This design comes from an exercise in tuning for small area, a short achievable clock period and few clock cycles per item on the open sky130 flow, not from production work. No functional check of the RTL was part of this run. Power figures rest on the tool's default switching activity, not on a simulated workload.

<file path="flow/run.sh">
#!/bin/bash
# synth_recipe.tcl (not shown) runs the flow's synth.tcl, then flattens the netlist and writes it again
# the make line also repeats each setting of config.mk as NAME=value (left out here)
make -C /OpenROAD-flow-scripts/flow DESIGN_CONFIG=/design/flow/config.mk WORK_HOME=/design/flow/orfs CLKGATE_MAP_FILE= SYNTH_SCRIPT=/design/flow/synth_recipe.tcl finish
</file>
<file path="flow/config.mk">
export PLATFORM = sky130hd
export DESIGN_NAME = speckr_core
export DESIGN_NICKNAME = speckr_core
export VERILOG_FILES = /design/flow/design.v
export SDC_FILE = /design/flow/constraint.sdc
export NUM_CORES = 4
export LEC_CHECK = 0
export CAP_MARGIN = 20
export CORE_MARGIN = 2
export CORE_UTILIZATION = 40
export SLEW_MARGIN = 20
</file>
<file path="flow/constraint.sdc">
create_clock -name core_clock -period 11.0 [get_ports {clk}]
set_input_delay 2.2000 -clock core_clock [delete_from_list [all_inputs] [get_ports {clk}]]
set_output_delay 2.2000 -clock core_clock [all_outputs]
set_load 0.01 [all_outputs]
</file>
<file path="flow/design.v">
module speckr_core (
    input  wire        clk,
    input  wire        rst,         
    input  wire        start,
    input  wire [2:0]  cmd,
    output wire        ready,
    output reg         done,
    input  wire [95:0] key,         
    input  wire [63:0] din,         
    input  wire [63:0] pidx,
    input  wire [63:0] psize,
    input  wire [63:0] boff,
    output wire [63:0] dout,        
    output wire [63:0] ctr,
    output wire [4:0]  rk_offset
);
    localparam integer NR = 2;                  
    localparam integer K  = 8;                  
    localparam integer MC = 64 / K;             
    localparam integer CTR_C = (7 + NR - 1) / NR;
    localparam integer POS_R = (26 + NR - 1) / NR;
    localparam integer CTR_LAST = 7 - NR * (CTR_C - 1);    
    localparam integer POS_LAST = 26 - NR * (POS_R - 1);
    localparam integer KEY_C = 1 + (17 + NR - 1) / NR;
    localparam [2:0] CMD_KEY_EXPAND = 3'd1;
    localparam [2:0] CMD_ENC_CTR    = 3'd3;
    localparam [2:0] CMD_ENC_POS    = 3'd4;
    localparam [2:0] CMD_RESET_CTR  = 3'd5;
    localparam [2:0] CMD_LOAD_CTR   = 3'd6;
    localparam [1:0] OP_CTR = 2'd0;
    localparam [1:0] OP_POS = 2'd1;
    localparam [1:0] OP_KEY = 2'd2;
    function [31:0] bswap32;
        input [31:0] v;
        begin
            bswap32 = {v[7:0], v[15:8], v[23:16], v[31:24]};
        end
    endfunction
    function [95:0] kstep;
        input [95:0] s;
        input [4:0]  p;
        reg   [31:0] a, u, v, x1;
        begin
            a  = s[31:0];
            u  = s[63:32];
            v  = s[95:64];
            x1 = ({u[7:0], u[31:8]} + a) ^ {27'd0, p};
            kstep = {x1, v, {a[28:0], a[31:29]} ^ x1};
        end
    endfunction
    function [63:0] cround;
        input [63:0] s;
        input [31:0] k;
        reg   [31:0] x, y, x1;
        begin
            x  = s[63:32];
            y  = s[31:0];
            x1 = ({x[7:0], x[31:8]} + y) ^ k;
            cround = {x1, {y[28:0], y[31:29]} ^ x1};
        end
    endfunction
    reg        busy;
    reg [1:0]  op;
    reg [4:0]  cnt;
    reg        last;        
    reg        wrap;        
    reg [63:0] ctr_q;
    reg [4:0]  ofs_q;
    reg [95:0] m_q;
    reg [95:0] w_q;
    reg [4:0]  wpos;
    reg [4:0]  wrem;
    reg [95:0] p_q;
    reg [4:0]  ppos;
    reg [4:0]  prem;
    reg [63:0] s_q;         
    assign ready     = ~busy;
    assign ctr       = ctr_q;
    assign rk_offset = ofs_q;
    assign dout      = s_q;
    wire accept = start & ~busy;
    wire [95:0] wch [0:NR];
    wire [95:0] pch [0:NR];
    wire [95:0] p_in = busy ? p_q : m_q;
    wire [4:0]  pbase = busy ? ppos : 5'd0;
    assign wch[0] = w_q;
    assign pch[0] = p_in;
    genvar g;
    generate
        for (g = 0; g < NR; g = g + 1) begin : g_ks
            assign wch[g+1] = kstep(wch[g], wpos + g);
            assign pch[g+1] = kstep(pch[g], pbase + g);
        end
    endgenerate
    wire [4:0] wtap = busy ? ((wrem > NR) ? NR : wrem) : NR;
    wire [4:0] pdo  = busy ? prem : ((ofs_q >= 5'd11) ? ofs_q - 5'd11 : 5'd0);
    wire [4:0] ptap = (pdo > NR) ? NR : pdo;
    reg [95:0] w_step, p_step;
    integer t;
    always @(*) begin
        w_step = wch[0];
        p_step = pch[0];
        for (t = 1; t <= NR; t = t + 1) begin
            if (wtap == t) w_step = wch[t];
            if (ptap == t) p_step = pch[t];
        end
    end
    wire        use_p = busy & (op == OP_POS);
    wire [63:0] ctr_blk = {bswap32(ctr_q[63:32]), bswap32(ctr_q[31:0])};
    wire [63:0] rch [0:NR];
    assign rch[0] = busy ? s_q : ctr_blk;
    generate
        for (g = 0; g < NR; g = g + 1) begin : g_rnd
            assign rch[g+1] = cround(rch[g], use_p ? pch[g][31:0] : wch[g][31:0]);
        end
    endgenerate
    wire [63:0] r_full = rch[NR];
    wire [63:0] r_last = (op == OP_POS) ? rch[POS_LAST] : rch[CTR_LAST];
    wire [63:0] r_out  = {din[63:32] ^ r_last[31:0], din[31:0] ^ r_last[63:32]};
    wire [K-1:0] digit   = pidx[63 - K * cnt -: K];
    wire [63:0]  acc_in  = busy ? s_q : 64'd0;
    wire         mlast   = (cnt == MC - 1);
    wire [63:0]  acc_nxt = (acc_in << K) + psize * digit + (mlast ? {boff[60:0], 3'b000} : 64'd0);
    wire [63:0]  nonce_blk = {bswap32(acc_nxt[63:32]), bswap32(acc_nxt[31:0])};
    wire [4:0] ofs_plus = ofs_q + 5'd7;
    wire [4:0] ofs_next = (ofs_plus >= 5'd18) ? ofs_plus - 5'd18 : ofs_plus;
    always @(posedge clk) begin
        if (rst) begin
            busy  <= 1'b0;
            done  <= 1'b0;
            cnt   <= 5'd0;
            last  <= 1'b0;
            ctr_q <= 64'd0;
            ofs_q <= 5'd0;
            wpos  <= 5'd0;
        end else begin
            done <= 1'b0;
            if (!busy) begin
                if (accept) begin
                    case (cmd)
                        CMD_KEY_EXPAND: begin
                            busy <= 1'b1;
                            cnt  <= 5'd1;
                            op   <= OP_KEY;
                            last <= (KEY_C == 2);
                            m_q  <= key;
                            w_q  <= key;
                            wpos <= 5'd0;
                            wrem <= ofs_q;
                        end
                        CMD_ENC_CTR: begin
                            busy <= 1'b1;
                            cnt  <= 5'd1;
                            op   <= OP_CTR;
                            last <= (CTR_C == 2);
                            wrap <= (ofs_q >= 5'd11);
                            s_q  <= r_full;
                            w_q  <= w_step;
                            wpos <= wpos + NR;
                            wrem <= 7 - NR;
                            p_q  <= p_step;
                            ppos <= {2'd0, ptap[2:0]};
                            prem <= pdo - ptap;
                        end
                        CMD_ENC_POS: begin
                            busy <= 1'b1;
                            cnt  <= 5'd1;
                            op   <= OP_POS;
                            last <= 1'b0;
                            s_q  <= (MC == 1) ? nonce_blk : acc_nxt;
                            prem <= 5'd0;
                        end
                        CMD_RESET_CTR: begin
                            ctr_q <= 64'd0;
                            ofs_q <= 5'd0;
                            w_q   <= m_q;
                            wpos  <= 5'd0;
                            done  <= 1'b1;
                        end
                        CMD_LOAD_CTR: begin
                            ctr_q <= din;
                            done  <= 1'b1;
                        end
                        default: begin
                            done <= 1'b1;
                        end
                    endcase
                end
            end else begin
                cnt <= cnt + 5'd1;
                case (op)
                    OP_KEY: begin
                        w_q  <= w_step;
                        wpos <= wpos + wtap;
                        wrem <= wrem - wtap;
                        last <= (cnt == KEY_C - 2);
                    end
                    OP_CTR: begin
                        s_q  <= last ? r_out : r_full;
                        w_q  <= (last && wrap) ? p_step : w_step;
                        wpos <= (last && wrap) ? ppos + ptap : wpos + wtap;
                        wrem <= wrem - wtap;
                        p_q  <= p_step;
                        ppos <= ppos + ptap;
                        prem <= prem - ptap;
                        last <= (cnt == CTR_C - 2);
                        if (last) begin
                            ctr_q <= ctr_q + 64'd1;
                            ofs_q <= ofs_next;
                        end
                    end
                    default: begin   
                        if (cnt < MC) begin
                            s_q <= (cnt == MC - 1) ? nonce_blk : acc_nxt;
                            if (cnt == MC - 1) begin
                                p_q  <= m_q;
                                ppos <= 5'd0;
                                prem <= 5'd26;
                            end
                        end else begin
                            s_q  <= last ? r_out : r_full;
                            p_q  <= p_step;
                            ppos <= ppos + ptap;
                            prem <= prem - ptap;
                        end
                        last <= (cnt == MC + POS_R - 2);
                    end
                endcase
                if (last) begin
                    busy <= 1'b0;
                    cnt  <= 5'd0;
                    done <= 1'b1;
                end
            end
        end
    end
endmodule
</file>
==> summary.txt <==
-- power by group --
part           internal (mW)  leakage [nW]  switching, mW
registers               2.15          4.03          0.144
clock network           1.20         0.977          0.892
logic                   7.77          25.6           13.3
-- layout make-up --
class	count	share of cell area
Multi-Input combinational cell	6182	0.644
Tap cell	2072	0.0352
Clock inverter	28	0.00452
Sequential cell	452	0.173
Inverter	586	0.0299
Timing Repair Buffer	702	0.0901
Clock buffer	81	0.0227
Antenna cell	15	0.000509
-- kinds of logic after synthesis --
family / count (synthesis) / synth area share
flops: 452 / 0.199
compound gates: 2142 / 0.211
buf+inv: 1044 / 0.0626
mux: 323 / 0.0543
fa+ha+maj: 763 / 0.205
xor+xnor: 643 / 0.100
simple gates: 2302 / 0.168
other cells: 2 / 0.000117
-- registers in the layout, summed over array words and instances (netlist names) --
signal  flops
s_q        64
ppos        5
last        1
wrap        1
ofs_q       5
ctr_q      64
p_q        96
wpos        5
op          2
prem        5
busy        1
cnt         5
done        1
w_q        96
m_q        96
wrem        5
-- synth_stat cells (15+ instances only) --
master | n | area, µm²
xor2_1 | 178 | 1560
nand4_1 | 58 | 363
mux2i_1 | 205 | 2050
and2_1 | 329 | 2060
a311oi_1 | 15 | 131
fa_1 | 473 | 9470
nor4_1 | 19 | 119
a21oi_1 | 650 | 3250
o21bai_1 | 38 | 285
nor3_1 | 95 | 475
nor2_1 | 511 | 1920
edfxtp_1 | 370 | 11100
dfxtp_1 | 82 | 1640
o21ai_0 | 515 | 2580
o22ai_1 | 52 | 325
nand3_1 | 97 | 485
o221ai_1 | 23 | 201
ha_1 | 290 | 3630
o31ai_1 | 32 | 240
buf_2 | 43 | 215
a22o_1 | 52 | 455
nor2b_1 | 47 | 294
and3_1 | 105 | 657
o21a_1 | 45 | 338
xnor2_1 | 409 | 3580
a211oi_1 | 145 | 1090
a211o_1 | 15 | 131
a21boi_0 | 29 | 218
nand2_1 | 919 | 3450
or3_1 | 17 | 106
o31a_1 | 19 | 166
mux2_2 | 110 | 1240
buf_1 | 43 | 161
a22oi_1 | 55 | 413
xnor3_1 | 42 | 946
inv_1 | 585 | 2200
clkbuf_1 | 365 | 1370
nand2b_1 | 34 | 213
a221oi_1 | 52 | 455
a21o_1 | 148 | 1110
o211ai_1 | 62 | 465
a31oi_1 | 57 | 357
-- layer usage --
layer	wire [µm]	up-vias	GRT usage
met5	68	-	0
met4	33200	10	0.317
met3	27200	843	0.0551
met2	148000	3643	0.629
met1	123000	30900	0.484
li1	-	27500	-
-- path summary, 6_finish.rpt --
check | start | to | cells past startpoint
hold reg to reg | ctr_q[48] | ctr_q[48] | 2
hold / removal | ctr_q[48] | ctr_q[48] | 2
setup / recovery | pidx[43] | s_q[58] | 29
setup reg to reg | cnt[0] | s_q[59] | 34
-- worst register-to-register path: cells and delay by family, from the launching register on --
| kind | cells | cell delay (ns) |
|---|---|---|
| fa+ha+maj | 7 | 3.67 |
| compound gates | 12 | 2.57 |
| buf+inv | 9 | 1.73 |
| simple gates | 4 | 1.04 |
| flops | 1 | 0.31 |
| xor+xnor | 1 | 0.17 |
| mux | 1 | 0.12 |
==> qor.yml <==
clock_network:
  cts_tree: "built"
  cts.sinks: 452
  clk_latency_ns: 0.73
  root_buffer: "clkbuf_16"
  cts_hold_buf: 0
  cts_buffer_depth: 3
  cts_buffers: 60
  path_clk_slew_ns: 0.06
  cts_setup_buffers: 0
  cts_max_level: 2
  cts_resized: 0
timing:
  fin_setup_tns_ns: 0
  period_share: 0.922
  hold_slack_ns: 0.484
  timing.fmax_ghz: 0.0986
  period_minus_slack_ns: 10.14
  finClkSkew_ns: 0.0841
  setup_violations: 0
  layout_setup_ws_ns: 0.858
  rsz0062_at_grt: "false"
  max_slew.worst_pin.slew_ns: 1.28
  slew_violations: 0
  finalHoldViolCount: 0
  slew_headroom: 0.142
place:
  pre_cts_ws_ns: 0.322
  hpwlAfterDp_mm: 269
  port_buffers: 489
  place.gp.congestion: 1.04
  placed_cell_area_um2: 71600
  dp.cells: 9994
worst_hold_path:
  min_path_type: "reg -> reg"
power_and_ir_drop:
  p_per_area_nw_per_um2: 346
  peakVddDrop_mv: 0.446
  fin_total_pwr_mw: 25.5
  p_leak_nw: 30.6
route:
  drt_iter0_drc: 7379
  drt-vias-per-instance: 6.22
  wire_per_inst_um: 32.8
  vias: 62900
  wl_mm: 332
  firstDrtPassIters: 14
  drc_errors: 0
  ant_nets: 0
final_layout:
  area_delta_synth_final_pct: 15.2
  finalInstanceArea_um2: 73700
  drive_gt1_frac: 0.0634
  final_cell_mix: "nand2_1, a21oi_1, inv_1"
  final_common_cell: "nand2_1"
  final-seq-area_um2: 12800
  multi_input_area_um2: 47400
  fillCellCount: 15800
  final_nets: 9105
  finalCoreUtilization: 0.465
  final-instance-count-excl-fill: 10100
setup_path:
  crit_top_cell: "fa_1"
  critPathBufInv: 5
  cp-start-kind: "primary input"
  critPathSlowestCell: "nor2_4"
  critPathRequiredTime_ns: 11.43
  reg2reg_slack_ns: 1.17
  path_max_fanout: 34
  max_stage_delay_ns: 0.69
  critPathArrivalTime_ns: 10.58
  critPathKind: "in -> reg"
  end_kind: "flop"
  critPathTopFamily: "adder cells"
floorplan:
  die_x_um: 404
  initial_core_util: 0.403
  ioPinCount: 493
  row_count: 146
  die_area_um2: 163000
  die_h_um: 404
  core_um2: 159000
status:
  outcome: "no timing/DRC/antenna violations"
synth:
  synthArstFlopShare: 0
  ys_seq_area_frac: 0.199
  syn-cell-area_um2: 63900
  synthFlopType: "edfxtp_1"
  synth_warnings: 1
  ys_types: 104
  avgSynthCellArea_um2: 8.34
  synth_edf_count: 370
  synthCells: 7671
  ys_ff_latch: 452
global_route:
  grt_max_degree: 97
  grtUsageTotal: 0.396
  gr-total-overflow: 0
  grt_pass1_wl_mm: 462
  grt_pass1_vias: 60300
  grt_antenna_before_repair: 27
run:
  maxCapViolations: 0

-- what the ideal ports hide --
In the flow no input, the clock included, has a driving cell. The finished layout below was timed again as built, in two steps. Step 1, drivers: a clkbuf_16 drives clk and a buf_2 each remaining input, both assumed. Step 2 adds t to the input delays and takes it off the output delays; t is the mean of the earliest and latest rising clock arrival at the registers after step 1. Input paths then give back, and output paths get back, about the clock's delay inside the block. a / b / c = ideal ports / drivers / drivers and shift; a / b = the first two.
t (ns): 0.758
setup slack, ns: 0.858 / 0.902 / 0.145
worst setup path at the end: input to register
pins driven straight from the clock port: 1
After both steps setup and hold are still met in this run. The setup slack of this run moves by +0.044 ns with the drivers and by -0.713 ns with both steps.
